From an optimization exercise on the open Yosys and OpenROAD flow, aimed at small area, a short achievable clock period and few clock cycles per item; shortcuts taken in it are not production practice. At most, simulation tests tie the RTL to the original design; equivalence was not proved. Power figures rest on the tool's default switching activity, not on a simulated workload.

## phase_accumulator
module phase_accumulator #(
    parameter integer CONV_KP = 2,    
    parameter integer CONV_KF = 6     
) (
    input  wire        clk,
    input  wire        rst,           
    input  wire        tick_valid,
    output wire        tick_ready,
    input  wire        cmd_valid,
    output wire        cmd_ready,
    input  wire [7:0]  cmd_op,
    input  wire [31:0] cmd_arg,
    output reg         rsp_valid,
    output reg         rsp_err,
    output reg  [31:0] rsp_data
);
    localparam [3:0] K_ZERO  = 4'd0;
    localparam [3:0] K_VALUE = 4'd1;
    localparam [3:0] K_CNT   = 4'd2;
    localparam [3:0] K_INC   = 4'd3;
    localparam [3:0] K_HALF  = 4'd4;
    localparam [3:0] K_ERR   = 4'd5;
    localparam [3:0] K_MINF  = 4'd8;    
    localparam [3:0] K_MAXF  = 4'd9;
    localparam [3:0] K_MINP  = 4'd10;
    localparam [3:0] K_MAXP  = 4'd11;
    reg [23:0] cnt;
    reg [23:0] inc;
    reg [2:0]  sel;
    reg        crdy;
    reg        trdy;
    assign cmd_ready  = crdy;
    assign tick_ready = trdy;
    wire cfire = cmd_valid & crdy;
    wire tfire = tick_valid & trdy;
    reg       d_set_inc, d_set_cnt, d_tick, d_rst_ph, d_set_wave, d_conv;
    reg [3:0] d_kind;
    always @(*) begin
  ...
==> flow/config.mk <==
export PLATFORM = sky130hd
export DESIGN_NAME = phase_accumulator
export DESIGN_NICKNAME = phase_accumulator
export VERILOG_FILES = /design/flow/design.v
export SDC_FILE = /design/flow/constraint.sdc
export NUM_CORES = 4
export LEC_CHECK = 0
export CAP_MARGIN = 20
export CORE_MARGIN = 2
export CORE_UTILIZATION = 30
export PLACE_DENSITY = 0.5
export SETUP_SLACK_MARGIN = 5
export SLEW_MARGIN = 20
export SYNTH_MEMORY_MAX_BITS = 32768
==> flow/constraint.sdc <==
create_clock -name core_clock -period 12.0 [get_ports {clk}]
set_input_delay 2.4000 -clock core_clock [delete_from_list [all_inputs] [get_ports {clk}]]
set_output_delay 2.4000 -clock core_clock [all_outputs]
set_load 0.01 [all_outputs]
standard.sh (not shown) runs the stock make flow with config.mk's settings and CLKGATE_MAP_FILE= SYNTH_SCRIPT=/design/flow/synth_recipe.tcl, a recipe that flattens the netlist after the stock synthesis.
==> flow/flow/run.sh <==
#!/bin/bash
set -euo pipefail
bash standard.sh SETUP_SLACK_MARGIN=6 finish > standard_flow.log 2>&1
Testbench counts at the start, summed over its fixed seeds: cycles 35,512, cmds 24,000.
Next try:
--- a/flow/design.v
+++ b/flow/design.v
@@ -1115,32 +1115,33 @@
     always @(posedge clk) begin
         if (rst) begin
             it  <= 1'b0;
             fin <= 1'b0;
         end else begin
             fin <= 1'b0;
-            if (start) begin
-                sp      <= s_sp;
-                sp_max  <= s_max;
-                fin_set <= is_set;
-                per     <= is_period;
-                cyc     <= s_sp ? 5'd1 : s_cyc;
-                it      <= 1'b1;
-                den     <= f_m;
-                rem     <= x_s[46:24];
-                nq      <= x_q[NQ-1:0];
-            end else if (it) begin
-                rem <= per ? pr[KP2] : {17'd0, fr[KF2]};
-                nq  <= per ? pq[KP2] : fq[KF2];
-                cyc <= cyc - 5'd1;
-                if (cyc == 5'd1) begin
-                    it  <= 1'b0;
-                    fin <= 1'b1;
-                end
+            if (!it)
+                it <= start;
+            else if (cyc == 5'd1) begin
+                it  <= 1'b0;
+                fin <= 1'b1;
             end
         end
+        if (!it) begin
+            sp      <= s_sp;
+            sp_max  <= s_max;
+            fin_set <= is_set;
+            per     <= is_period;
+            cyc     <= s_sp ? 5'd1 : s_cyc;
+            den     <= f_m;
+            rem     <= x_s[46:24];
+            nq      <= x_q[NQ-1:0];
+        end else begin
+            rem <= per ? pr[KP2] : {17'd0, fr[KF2]};
+            nq  <= per ? pq[KP2] : fq[KF2];
+            cyc <= cyc - 5'd1;
+        end
     end
     wire [23:0] q = nq[23:0];
     assign result = sp ? (sp_max ? 24'h800000 : 24'd1) :
                     (q[23] & |q[22:0]) ? 24'h800000 :
                     (q == 24'd0) ? 24'd1 : q;
 endmodule
@@ -1217,40 +1218,44 @@
         .fin_set   (cv_fin_set),
         .result    (cv_result)
     );
     wire        cv_wr   = cv_fin & cv_fin_set;
     wire [23:0] inc_eff = cv_wr ? cv_result : inc;
     wire [23:0] sum1 = cnt + inc_eff;
-    wire [23:0] sum2 = cnt + {inc_eff[22:0], 1'b0};
     wire        c_tick = cfire & d_tick;
+    wire        dbl = tfire & c_tick;
+    reg         pend;
     always @(posedge clk) begin
         if (rst) begin
             cnt  <= 24'd0;
             inc  <= 24'd0;
             sel  <= 3'd0;
             crdy <= 1'b1;
             trdy <= 1'b1;
+            pend <= 1'b0;
         end else begin
+            pend <= dbl;
             if (cfire & d_set_cnt)
                 cnt <= cmd_arg[23:0];
             else if (cfire & d_rst_ph)
                 cnt <= 24'd0;
-            else if (tfire & c_tick)
-                cnt <= sum2;
-            else if (tfire | c_tick)
+            else if (tfire | c_tick | pend)
                 cnt <= sum1;
             if (cfire & d_set_inc)
                 inc <= cmd_arg[23:0];
             else if (cv_wr)
                 inc <= cv_result;
             if (cfire & d_set_wave)
                 sel <= (cmd_arg <= 32'd6) ? cmd_arg[2:0] : 3'd0;
             if (cfire & d_conv) begin
                 crdy <= 1'b0;
                 trdy <= !cmd_op[1];
-            end else if (cv_last) begin
+            end else if (dbl) begin
+                crdy <= 1'b0;
+                trdy <= 1'b0;
+            end else if (cv_last | pend) begin
                 crdy <= 1'b1;
                 trdy <= 1'b1;
             end
         end
     end
     reg        r0_v;
Outcome: The changed run completed without violations; clock-buffer cell count falls by 2; fmax rises by 0.80%; die area falls by 5.8%; critical path depth falls by 2; global-route usage falls by 0.19 points; setup slack gains 0.046 ns; routed wire length falls by 6.3%; sequential power rises by 5.5%; register-to-register slack gains 0.05 ns; design area falls by 6.8%; via count falls by 4.9%.
Testbench counts after the change, summed over its fixed seeds: cycles 35,587, cmds 24,000.

---

phase_accumulator, a different RTL version from the one above (not shown whole).
Size: ~210 flip-flops.
==> module phase_accumulator, before the edit <==
module phase_accumulator #(
    parameter integer CONV_KP = 2,    
    parameter integer CONV_KF = 6     
) (
    input  wire        clk,
    input  wire        rst,           
    input  wire        tick_valid,
    output wire        tick_ready,
    input  wire        cmd_valid,
    output wire        cmd_ready,
    input  wire [7:0]  cmd_op,
    input  wire [31:0] cmd_arg,
    output reg         rsp_valid,
    output reg         rsp_err,
    output reg  [31:0] rsp_data
);
    localparam [3:0] K_ZERO  = 4'd0;
    localparam [3:0] K_VALUE = 4'd1;
    localparam [3:0] K_CNT   = 4'd2;
    localparam [3:0] K_INC   = 4'd3;
    localparam [3:0] K_HALF  = 4'd4;
    localparam [3:0] K_ERR   = 4'd5;
    localparam [3:0] K_MINF  = 4'd8;    
    localparam [3:0] K_MAXF  = 4'd9;
    localparam [3:0] K_MINP  = 4'd10;
    localparam [3:0] K_MAXP  = 4'd11;
    reg [23:0] cnt;
    reg [23:0] inc;
    reg [2:0]  sel;
    reg        crdy;
    reg        trdy;
    assign cmd_ready  = crdy;
    assign tick_ready = trdy;
    wire cfire = cmd_valid & crdy;
    wire tfire = tick_valid & trdy;
    reg       d_set_inc, d_set_cnt, d_tick, d_rst_ph, d_set_wave, d_conv;
    reg [3:0] d_kind;
    always @(*) begin
        d_set_inc = 1'b0; d_set_cnt = 1'b0; d_tick = 1'b0; d_rst_ph = 1'b0;
        d_set_wave = 1'b0; d_conv = 1'b0;
        d_kind = K_ZERO;
        case (cmd_op)
            8'h01: d_set_inc  = 1'b1;
            8'h02: d_kind     = K_INC;
            8'h03: d_set_cnt  = 1'b1;
            8'h04: d_kind     = K_CNT;
            8'h05: d_tick     = 1'b1;
            8'h06: d_rst_ph   = 1'b1;
            8'h07: d_kind     = K_HALF;
            8'h10: d_kind     = K_VALUE;
            8'h11: d_set_wave = 1'b1;
            8'h20, 8'h21, 8'h22, 8'h23: d_conv = 1'b1;
            8'h24: d_kind     = K_MINF;
            8'h25: d_kind     = K_MAXF;
            8'h26: d_kind     = K_MINP;
            8'h27: d_kind     = K_MAXP;
            default: d_kind   = K_ERR;
        endcase
    end
    wire        cv_last, cv_fin, cv_fin_set;
    wire [23:0] cv_result;
    pa_fconv #(.KP(CONV_KP), .KF(CONV_KF)) u_fconv (
        .clk       (clk),
        .rst       (rst),
        .start     (cfire & d_conv),
        .is_period (cmd_op[0]),
        .is_set    (cmd_op[1]),
        .arg       (cmd_arg),
        .last      (cv_last),
        .fin       (cv_fin),
        .fin_set   (cv_fin_set),
        .result    (cv_result)
    );
    wire        cv_wr   = cv_fin & cv_fin_set;
    wire [23:0] inc_eff = cv_wr ? cv_result : inc;
    wire [23:0] sum1 = cnt + inc_eff;
    wire [23:0] sum2 = cnt + {inc_eff[22:0], 1'b0};
    wire        c_tick = cfire & d_tick;
    always @(posedge clk) begin
        if (rst) begin
            cnt  <= 24'd0;
            inc  <= 24'd0;
            sel  <= 3'd0;
            crdy <= 1'b1;
            trdy <= 1'b1;
        end else begin
            if (cfire & d_set_cnt)
                cnt <= cmd_arg[23:0];
            else if (cfire & d_rst_ph)
                cnt <= 24'd0;
            else if (tfire & c_tick)
                cnt <= sum2;
            else if (tfire | c_tick)
                cnt <= sum1;
            if (cfire & d_set_inc)
                inc <= cmd_arg[23:0];
            else if (cv_wr)
                inc <= cv_result;
            if (cfire & d_set_wave)
                sel <= (cmd_arg <= 32'd6) ? cmd_arg[2:0] : 3'd0;
            if (cfire & d_conv) begin
                crdy <= 1'b0;
                trdy <= !cmd_op[1];
            end else if (cv_last) begin
                crdy <= 1'b1;
                trdy <= 1'b1;
            end
        end
    end
    reg        r0_v;
    reg [3:0]  r0_k;
    reg        p1_v;
    reg        p1_val;
    reg        p1_err;
    reg [31:0] p1_d;
    wire [7:0]  w_low;
    wire [2:0]  w_d0, w_d1;
    wire [1:0]  w_dh;
    pa_wave_rom u_rom (.sel(sel), .idx(cnt[23:16]), .low(w_low),
                       .d0(w_d0), .d1(w_d1), .dh(w_dh));
    reg [31:0] rd;
    always @(*) begin
        case (r0_k)
            K_VALUE: rd = {w_low, w_d0, w_d1, w_dh, cnt[15:0]};
            K_CNT:   rd = {8'd0, cnt};
            K_INC:   rd = {8'd0, inc};
            K_HALF:  rd = {31'd0, (cnt > 24'h800000)};
            K_MINF:  rd = 32'h387A0000;
            K_MAXF:  rd = 32'h43FA0000;
            K_MINP:  rd = 32'h3B03126F;
            K_MAXP:  rd = 32'h4683126F;
            default: rd = 32'd0;
        endcase
    end
    wire [23:0] value;
    pa_interp u_interp (.low(p1_d[31:24]), .d0(p1_d[23:21]), .d1(p1_d[20:18]),
                        .dh(p1_d[17:16]), .frac(p1_d[15:0]), .value(value));
    always @(posedge clk) begin
        if (rst) begin
            r0_v      <= 1'b0;
            p1_v      <= 1'b0;
            rsp_valid <= 1'b0;
        end else begin
            r0_v      <= cfire & !d_conv;
            p1_v      <= r0_v;
            rsp_valid <= p1_v | cv_fin;
        end
        r0_k   <= d_kind;
        p1_val <= (r0_k == K_VALUE);
        p1_err <= (r0_k == K_ERR);
        p1_d   <= rd;
        if (cv_fin) begin
            rsp_err  <= 1'b0;
            rsp_data <= cv_fin_set ? 32'd0 : {8'd0, cv_result};
        end else begin
            rsp_err  <= p1_err;
            rsp_data <= p1_val ? {8'd0, value} : p1_d;
        end
    end
endmodule
Settings: LEC_CHECK=0, CAP_MARGIN=20, CORE_MARGIN=2, CORE_UTILIZATION=30, PLACE_DENSITY=0.5, SETUP_SLACK_MARGIN=5, SLEW_MARGIN=20, SYNTH_MEMORY_MAX_BITS=32768; clock period 12.0 ns.
run.sh (not shown) runs the stock make flow with config.mk's settings and CLKGATE_MAP_FILE= SYNTH_SCRIPT=/design/flow/synth_recipe.tcl, a recipe that flattens the netlist after the stock synthesis.
Stock flow here: none of the scripts above is used.
Next try:
--- a/flow/design.v
+++ b/flow/design.v
@@ -883,11 +883,11 @@
                     (q[23] & |q[22:0]) ? 24'h800000 :
                     (q == 24'd0) ? 24'd1 : q;
 endmodule
 module phase_accumulator #(
     parameter integer CONV_KP = 2,    
-    parameter integer CONV_KF = 6     
+    parameter integer CONV_KF = 4     
 ) (
     input  wire        clk,
     input  wire        rst,           
     input  wire        tick_valid,
     output wire        tick_ready,
What happened: The changed run finished clean. Global-route usage rose by 1.8 points. Wire length rose by 9.0%. Non-clock buffer count rose by 16. Flip-flop and latch count fell by 2. Hold slack got worse by 0.0078 ns.
No functional check of the RTL was part of any run of this note.

[afterwards: timing with drivers on the ports]
Ports are ideal in the flow. The routed layouts listed here were re-timed in OpenROAD. Step 1: set_driving_cell puts a clkbuf_16 on clk and a buf_2 on each other input, an assumption about the parent block. Step 2 times the ports against the registers' clock, not the clock port: input delays grow and output delays shrink by t, the midpoint of the rising clock arrivals with the driver on. a / b / c = no drivers / after step 1 / after step 2; a / b = the first two.
| run | t, ns | setup WS [ns] | worst hold slack (ns) | clock arrival spread, ns | worst slew at a driven data input, ns |
|---|---|---|---|---|---|
| the first run of note 1 | 0.657 | 6.255 / 6.255 / 5.698 | 0.454 / 0.454 / 0.454 | 0.070 / 0.069 | 0.05 |
| the second run of note 1 | 0.635 | 6.300 / 6.300 / 5.921 | 0.455 / 0.455 / 0.455 | 0.033 / 0.033 | 0.09 |
| the first run of note 2 | 0.657 | 5.416 / 5.416 / 5.416 | 0.449 / 0.449 / 0.449 | 0.059 / 0.059 | 0.06 |
| the second run of note 2 | 0.641 | 5.624 / 5.624 / 5.624 | 0.441 / 0.441 / 0.441 | 0.014 / 0.015 | 0.13 |
After both steps every run listed still meets setup and hold. For the first run of note 1, which loses most, drivers alone change the setup slack by 0.000 ns; drivers and shift together by -0.557 ns.
